What follows belongs to an exercise in optimizing a design on an open flow for small area, a short achievable clock period and few clock cycles; a production flow would make more cautious choices. Only simulation tests tie the RTL to the original design; equivalence was not proved. Power is estimated from default activity; no workload was simulated.

==> flow/design.v (excerpt) <==
module fcs_stats (
    input             clk,
    input             rst,
    input             req_valid,
    output            req_ready,
    input      [63:0] req_word,
    input             push_valid,
    input      [15:0] push_count,
    output reg        resp_valid,
    output     [31:0] resp_res,
    output     [55:0] resp_str,
    output     [2:0]  resp_len,
    output     [2:0]  resp_fault
);
For scale: about 320 flip-flops.
==> flow/config.mk <==
export PLATFORM = sky130hd
export DESIGN_NAME = fcs_stats
export DESIGN_NICKNAME = fcs_stats
export VERILOG_FILES = /design/flow/design.v
export SDC_FILE = /design/flow/constraint.sdc
export NUM_CORES = 4
export LEC_CHECK = 0
export ABC_AREA = 1
export CAP_MARGIN = 20
export CORE_MARGIN = 2
export CORE_UTILIZATION = 55
export CTS_BUF_LIST = sky130_fd_sc_hd__clkbuf_8
export PLACE_DENSITY = 0.7
export SETUP_SLACK_MARGIN = 1.0
export SLEW_MARGIN = 20
export TNS_END_PERCENT = 10
==> flow/constraint.sdc <==
create_clock -name core_clock -period 9.0 [get_ports {clk}]
set_input_delay 1.8000 -clock core_clock [delete_from_list [all_inputs] [get_ports {clk}]]
set_output_delay 1.8000 -clock core_clock [all_outputs]
set_load 0.01 [all_outputs]
run.sh (not shown) runs the stock make flow with config.mk's settings and CLKGATE_MAP_FILE= SYNTH_SCRIPT=/design/flow/synth_recipe.tcl, a recipe that flattens the netlist after the stock synthesis.
The baseline finished clean.
Testbench counts at the start, summed over its fixed seeds: cycles 20,287.
Edit:
Settings changed: CTS_BUF_LIST sky130_fd_sc_hd__clkbuf_8 to sky130_fd_sc_hd__clkbuf_4, TNS_END_PERCENT 10 to unset.
Maximum frequency hardly moves.
Power hardly moves.
Utilization went up by 0.32 points.
Count of clock-buffer cells in the layout went up by 76.
Cell area went up by about 0.5%.
Synthesized cell count does not change.
Clock power barely changes.
Worst hold slack hardly moves.
Critical path depth went up by 22.
Global-route usage went up by 0.14 points.
Edit:
Settings changed: CORE_UTILIZATION 55 to 65, CTS_BUF_LIST sky130_fd_sc_hd__clkbuf_4 to unset, PLACE_DENSITY 0.7 to 0.8.
Effect: Routed wire length increases by 1.7%; flip-flop and latch count stays the same; combinational power increases by about 5%; final cell count came out lower by 3.8%.
Edit:
Settings changed: CORE_UTILIZATION 65 to 45, CTS_BUF_LIST set to sky130_fd_sc_hd__clkbuf_8, PLACE_DENSITY 0.8 to 0.65.
The new run went through all stages and came out clean; clock-buffer cell count grows by 13; wire length grows by 0.83%; setup slack gets better by 0.58 ns; core utilization shrinks by 24 points; first-iteration DRC count shrinks by 22%; worst hold slack gets worse by 0.048 ns; synthesized cell count stays the same.

---

Setup of exp/delta:
Starting RTL as in the previous note.
clock: 9.0 ns
lec_check: 0
abc_area: 1
cap_margin: 20
core_margin: 2
core_utilization: 45
cts_buf_list: sky130_fd_sc_hd__clkbuf_8
place_density: 0.65
setup_slack_margin: 1.0
slew_margin: 20
tns_end_percent: 10
In summary, exp/delta completed successfully, with a layout that passed the timing, design-rule and antenna checks.
Testbench counts of exp/delta, summed over its fixed seeds: cycles 20,287.
[inputs] exp/amber vs exp/delta
Settings: clearing TNS_END_PERCENT, which used to be 10; swapping 0.65 for 0.7 in PLACE_DENSITY; swapping 45 for 55 in CORE_UTILIZATION.
--- outcome ---
The number of cells upsized or downsized after cts number comes out higher for exp/amber vs exp/delta.
Going from exp/delta to exp/amber, total power up about 0.8%; number of routed nets with antenna violations flat; proportion of cell area occupied by registers flat.
Compared with exp/delta, exp/amber has extra setup slack.
Die area (higher): exp/delta
The final layout from exp/amber, which completed every stage, passed the timing, design-rule and antenna checks at the end of the flow.
On wire length of the first global-routing pass: between exp/delta and exp/amber, it ends up higher for exp/delta.
Of the two values seen for end of the critical path, resp_res[0] was produced by exp/delta and sq_rem[11] by exp/amber.
> inputs changed (exp/amber -> exp/xenon)
Settings: changing PLACE_DENSITY from 0.7 to 0.6; changing SETUP_SLACK_MARGIN from 1.0 to 1.25; changing CORE_UTILIZATION from 55 to 45.
- exp/xenon did not stop at any stage, and its layout met the timing, design-rule and antenna checks.
- When exp/xenon is measured against exp/amber, its sequential share of cell area turns out 0.74 points lower.
- [compare] base=exp/amber new=exp/xenon: total via count in the routed design saw a decrease; worst setup slack for register-to-register paths higher; critical path depth now sits higher; cell area increased by 4.0% relative to the old numbers.
- exp/xenon — combinational group share of total power 1.8 points higher, exp/amber as reference
Changes in exp/juniper relative to exp/xenon:
Settings: SETUP_SLACK_MARGIN now 1.0, was 1.25; TNS_END_PERCENT now 10, previously not set; CORE_UTILIZATION now 35, was 45.
NOTE: wire length in exp/juniper exceeds that of exp/xenon. exp/juniper vs exp/xenon — multi-input gate share of the layout cell area dropped 0.89 points. Run comparison: exp/xenon capturing instance or port of the critical path sq_rem[13]; exp/juniper capturing instance or port of the critical path s_exc. Relative slew slack: exp/juniper vs exp/xenon down 7.1 points. When exp/juniper is measured against exp/xenon, its sequential power share turns out 0.5 points higher. Comparing global-route usage for exp/juniper and exp/xenon, the bigger number came from exp/xenon. Power on exp/juniper is ahead of exp/xenon.

---

Setup of the reference run:
fcs_stats again, from the RTL that the note above started with.
make LEC_CHECK=0 ABC_AREA=1 CAP_MARGIN=20 CORE_MARGIN=2 CORE_UTILIZATION=55 CTS_BUF_LIST=sky130_fd_sc_hd__clkbuf_8 PLACE_DENSITY=0.7 SETUP_SLACK_MARGIN=1.5 SLEW_MARGIN=20 TNS_END_PERCENT=5 finish   # period 9.0 ns
Looking at the reports, the reference run completed the entire flow and the layout it produced met the timing, design-rule and antenna checks.
Testbench counts of the reference run, summed over its fixed seeds: cycles 20,287.
What the trial run does differently from the reference run at the input level:
- SETUP_SLACK_MARGIN: 1.5 -> 1.0
- TNS_END_PERCENT: 5 -> unset
- CTS_BUF_LIST: sky130_fd_sc_hd__clkbuf_8 -> unset
Results
- The sequential share of layout area on the reference run is in line with that on the trial run.
- Measured against each other, the trial run and the reference run differ in global-route usage, the higher figure coming from the reference run.
- Compared with the reference run, in the trial run clock buffer instance count of the final layout fell by 11; measured slew at the worst slew-check pin rose by 0.0054 ns; minimum period implied by the final worst setup slack rose by 0.0038 ns; routability-driven placement congestion ratio fell by 0.34%.

## re-timing with driven ports
No port has a modelled driver above. Below, the same layouts with a new extraction and two added sets of constraints. Step 1 assumes that a clkbuf_16 drives the clock port and a buf_2 every other input. Step 2 also shifts input and output timing later by t, the mid clock arrival at the registers, as if the neighbouring blocks saw the same clock. a / b / c = no drivers / after step 1 / after step 2; a / b = the first two.
run	shift t [ns]	slack for setup (ns)	clock arrival spread, ns	cell pins on the clock port's net
the first run of note 1	0.771	1.155 / 1.095 / 0.844	0.058 / 0.058	1
the second run of note 1	0.915	1.158 / 1.110 / 0.751	0.090 / 0.090	1
the third run of note 1	0.667	0.801 / 0.801 / 0.801	0.043 / 0.043	1
the fourth run of note 1	0.764	1.377 / 1.377 / 0.794	0.062 / 0.063	1
exp/delta	0.764	1.127 / 1.063 / 0.748	0.057 / 0.057	1
exp/amber	0.772	1.209 / 1.209 / 0.886	0.061 / 0.061	1
exp/xenon	0.757	1.338 / 1.338 / 0.935	0.084 / 0.084	1
exp/juniper	0.758	1.205 / 1.187 / 0.772	0.071 / 0.071	1
the reference run	0.748	1.141 / 1.141 / 0.622	0.071 / 0.071	1
the trial run	0.657	1.137 / 1.137 / 0.923	0.035 / 0.035	1
After both steps every run listed still meets setup and hold. For the fourth run of note 1, which loses most, drivers alone change the setup slack by 0.000 ns; drivers and shift together by -0.583 ns.
